This design comes from an exercise in tuning for small area on the open sky130 flow, not from production work. Only simulation tests tie the RTL to the original design; equivalence was not proved. No activity file was given, so power comes from the tool's default toggle rates.

==> flow/design.v (excerpt) <==
module tms6100_core (
    input  wire        clk,
    input  wire        rst,         
    input  wire        m0,
    input  wire        m1,
    input  wire        hclk,
    input  wire [3:0]  add,
    output wire        data_low,    
    input  wire        rise_ie,
    input  wire        fall_ie,
    input  wire        act_clr,
    output reg         act,
    input  wire        cfg_we,
    input  wire [5:0]  cfg_addr,
    input  wire [15:0] cfg_wdata,
    output wire [15:0] mem_addr,
    input  wire [7:0]  mem_rdata
);
Size: roughly 1700 cells after synthesis, ~61 I/O pins, ~21000 sq um of cells after synthesis.
Settings: LEC_CHECK=0, CAP_MARGIN=20, CORE_MARGIN=2, CORE_UTILIZATION=40, SLEW_MARGIN=20; clock period 12.0 ns.
run.sh (not shown) runs the stock make flow with config.mk's settings and CLKGATE_MAP_FILE= SYNTH_SCRIPT=/design/flow/synth_recipe.tcl, a recipe that flattens the netlist after the stock synthesis.
The starting point finished clean.
Then changed:
CAP_MARGIN = 5   (was 20)
CORE_UTILIZATION = 65   (was 40)
SLEW_MARGIN = 5   (was 20)
Outcome: The changed run completed without violations. Wire length came out lower by about 4%. Via count came out higher by 1.3%. Register-to-register slack degrades by 0.15 ns. Design area came out lower by 2.3%. Die area came out lower by 38%. Worst setup slack degrades by 0.13 ns. Clock-buffer cell count came out lower by 7. Non-clock buffer count came out lower by 5. Clock power came out lower by about 8%. Total power came out lower by 3.3%. Final cell count came out lower by 12%.

* * *

tms6100_core, a different RTL version from the one above (not shown whole).
For scale: ~1600 cells after synthesis, about 61 I/O pins, roughly 18000 sq um of cells after synthesis.
==> flow/config.mk <==
export PLATFORM = sky130hd
export DESIGN_NAME = tms6100_core
export DESIGN_NICKNAME = tms6100_core
export VERILOG_FILES = /design/flow/design.v
export SDC_FILE = /design/flow/constraint.sdc
export NUM_CORES = 4
export LEC_CHECK = 0
export CAP_MARGIN = 20
export CORE_MARGIN = 2
export CORE_UTILIZATION = 72
export SLEW_MARGIN = 20
==> flow/constraint.sdc <==
create_clock -name core_clock -period 12.0 [get_ports {clk}]
set_input_delay 2.4000 -clock core_clock [delete_from_list [all_inputs] [get_ports {clk}]]
set_output_delay 2.4000 -clock core_clock [all_outputs]
set_load 0.01 [all_outputs]
standard.sh (not shown) runs the stock make flow with config.mk's settings and CLKGATE_MAP_FILE= SYNTH_SCRIPT=/design/flow/synth_recipe.tcl, a recipe that flattens the netlist after the stock synthesis.
==> flow/flow/run.sh <==
#!/bin/bash
# Standard synthesis and layout, with two changes to how the layout is made:
# - port buffers use the smallest buffer cell instead of the default one;
# - the clock tree clusters up to 28 sinks within 70 um per leaf buffer and
#   inserts no dummy loads.
# Each step's full output goes to a log file of its own in the work folder.
set -euo pipefail
export BUFFER_PORTS_ARGS="-buffer_cell sky130_fd_sc_hd__buf_1"
export CTS_ARGS="-sink_clustering_enable -repair_clock_nets -sink_clustering_size 28 -sink_clustering_max_diameter 70 -dont_use_dummy_load"
bash standard.sh synth > synth.log 2>&1
bash standard.sh floorplan > floorplan.log 2>&1
bash standard.sh place > place.log 2>&1
bash standard.sh cts > cts.log 2>&1
bash standard.sh route > route.log 2>&1
bash standard.sh finish > finish.log 2>&1
The first run ran to the end with no violations.
Then changed:
--- a/flow/flow/run.sh
+++ b/flow/flow/run.sh
@@ -3,3 +3,3 @@
 # - port buffers use the smallest buffer cell instead of the default one;
-# - the clock tree clusters up to 28 sinks within 70 um per leaf buffer and
+# - the clock tree clusters up to 30 sinks within 80 um per leaf buffer and
 #   inserts no dummy loads.
@@ -8,3 +8,3 @@
 export BUFFER_PORTS_ARGS="-buffer_cell sky130_fd_sc_hd__buf_1"
-export CTS_ARGS="-sink_clustering_enable -repair_clock_nets -sink_clustering_size 28 -sink_clustering_max_diameter 70 -dont_use_dummy_load"
+export CTS_ARGS="-sink_clustering_enable -repair_clock_nets -sink_clustering_size 30 -sink_clustering_max_diameter 80 -dont_use_dummy_load"
 bash standard.sh synth > synth.log 2>&1
Settings changed: CORE_UTILIZATION 72 to 65.
Outcome:
- The new run ran to the end with no violations
- register-to-register slack gets worse by 30 ps
- synthesized area is unchanged
- total power falls by 2.4%
- die area increases by 10%
- cell area barely changes
- flip-flop and latch count does not change

* * *

Another version of the RTL of tms6100_core (not shown whole).
Size: about 1200 cells after synthesis, ~470 flip-flops, ~61 I/O pins.
==> flow/design.v (excerpt) <==
module tms6100_core (
    input  wire        clk,
    input  wire        rst,         
    input  wire        m0,
    input  wire        m1,
    input  wire        hclk,
    input  wire [3:0]  add,
    output wire        data_low,    
    input  wire        rise_ie,
    input  wire        fall_ie,
    input  wire        act_clr,
    output reg         act,
    input  wire        cfg_we,
    input  wire [5:0]  cfg_addr,
    input  wire [15:0] cfg_wdata,
    output wire [15:0] mem_addr,
    input  wire [7:0]  mem_rdata
);
export LEC_CHECK = 0
export CAP_MARGIN = 20
export CORE_MARGIN = 2
export CORE_UTILIZATION = 65
export CTS_CLUSTER_DIAMETER = 80
export CTS_CLUSTER_SIZE = 30
export SLEW_MARGIN = 20
create_clock -name core_clock -period 12.0 [get_ports {clk}]
run.sh (not shown) runs the stock make flow with config.mk's settings and CLKGATE_MAP_FILE= SYNTH_SCRIPT=/design/flow/synth_recipe.tcl, a recipe that flattens the netlist after the stock synthesis.
Stock flow here: none of the scripts above is used.
The baseline finished with timing, DRC and antenna clean.
Then changed:
==> flow/flow/run.sh (new file) <==
#!/bin/bash
# Standard synthesis and layout, with two changes to how the layout is made:
# - port buffers use the smallest buffer cell instead of the default one;
# - the clock tree clusters up to 30 sinks within 80 um per leaf buffer and
#   inserts no dummy loads.
# Each step's full output goes to a log file of its own in the work folder.
set -euo pipefail
export BUFFER_PORTS_ARGS="-buffer_cell sky130_fd_sc_hd__buf_1"
export CTS_ARGS="-sink_clustering_enable -repair_clock_nets -sink_clustering_size 30 -sink_clustering_max_diameter 80 -dont_use_dummy_load"
bash standard.sh synth > synth.log 2>&1
bash standard.sh floorplan > floorplan.log 2>&1
bash standard.sh place > place.log 2>&1
bash standard.sh cts > cts.log 2>&1
bash standard.sh route > route.log 2>&1
bash standard.sh finish > finish.log 2>&1
==> flow/standard.sh (new file) <==
#!/bin/bash
# synth_recipe.tcl (not shown) runs the flow's synth.tcl, then flattens the netlist and writes it again
# the make line also repeats each setting of config.mk as NAME=value (left out here)
make -C /OpenROAD-flow-scripts/flow DESIGN_CONFIG=/design/flow/config.mk WORK_HOME=/design/flow/orfs CLKGATE_MAP_FILE= SYNTH_SCRIPT=/design/flow/synth_recipe.tcl "${@:-finish}"
CTS_CLUSTER_DIAMETER = unset   (was 80)
CTS_CLUSTER_SIZE = unset   (was 30)
removed: flow/run.sh
=> Worst setup slack is better by 0.35 ns; area after synthesis is unchanged; die area does not change; clock skew is higher by 0.052 ns; clock power is lower by 11%; cell area is lower by 2.3%; wire length is lower by 0.66%; clock-buffer cell count is lower by 7; global-route usage is lower by 0.49 points; power is lower by 4.5%; via count is higher by 1.2%.

-- separate check: timing with driven ports --
In the flow no input, the clock included, has a driving cell. The finished layouts below were timed again as built, in two steps.
Step 1 (the two cells are an assumption about what drives the block):
set clk [get_ports {clk}]
set_driving_cell -lib_cell sky130_fd_sc_hd__clkbuf_16 $clk
set_driving_cell -lib_cell sky130_fd_sc_hd__buf_2 [delete_from_list [all_inputs] $clk]
Step 2 times the ports against the registers' clock, not the clock port: input delays grow and output delays shrink by t, the midpoint of the rising clock arrivals with the driver on.
Three values: ideal, step 1, step 2; two values: the first two.
run | t (ns) | setup WS [ns] | latest minus earliest clock arrival (ns) | slew at the worst register clock pin (ns) | worst slew at a driven data input, ns
the first run of note 1 | 0.629 | 1.099 / 1.045 / 1.674 | 0.020 / 0.020 | 0.06 / 0.06 | 0.05
the second run of note 1 | 0.603 | 0.965 / 0.913 / 1.517 | 0.019 / 0.019 | 0.06 / 0.06 | 0.06
the first run of note 2 | 0.572 | 1.914 / 1.864 / 2.436 | 0.065 / 0.065 | 0.10 / 0.10 | 0.08
the second run of note 2 | 0.554 | 1.565 / 1.515 / 2.069 | 0.087 / 0.088 | 0.11 / 0.11 | 0.07
the first run of note 3 | 0.607 | 1.384 / 1.334 / 1.942 | 0.035 / 0.035 | 0.12 / 0.12 | 0.06
the second run of note 3 | 0.575 | 1.732 / 1.679 / 2.254 | 0.086 / 0.086 | 0.11 / 0.11 | 0.06
After both steps every run listed still meets setup and hold.
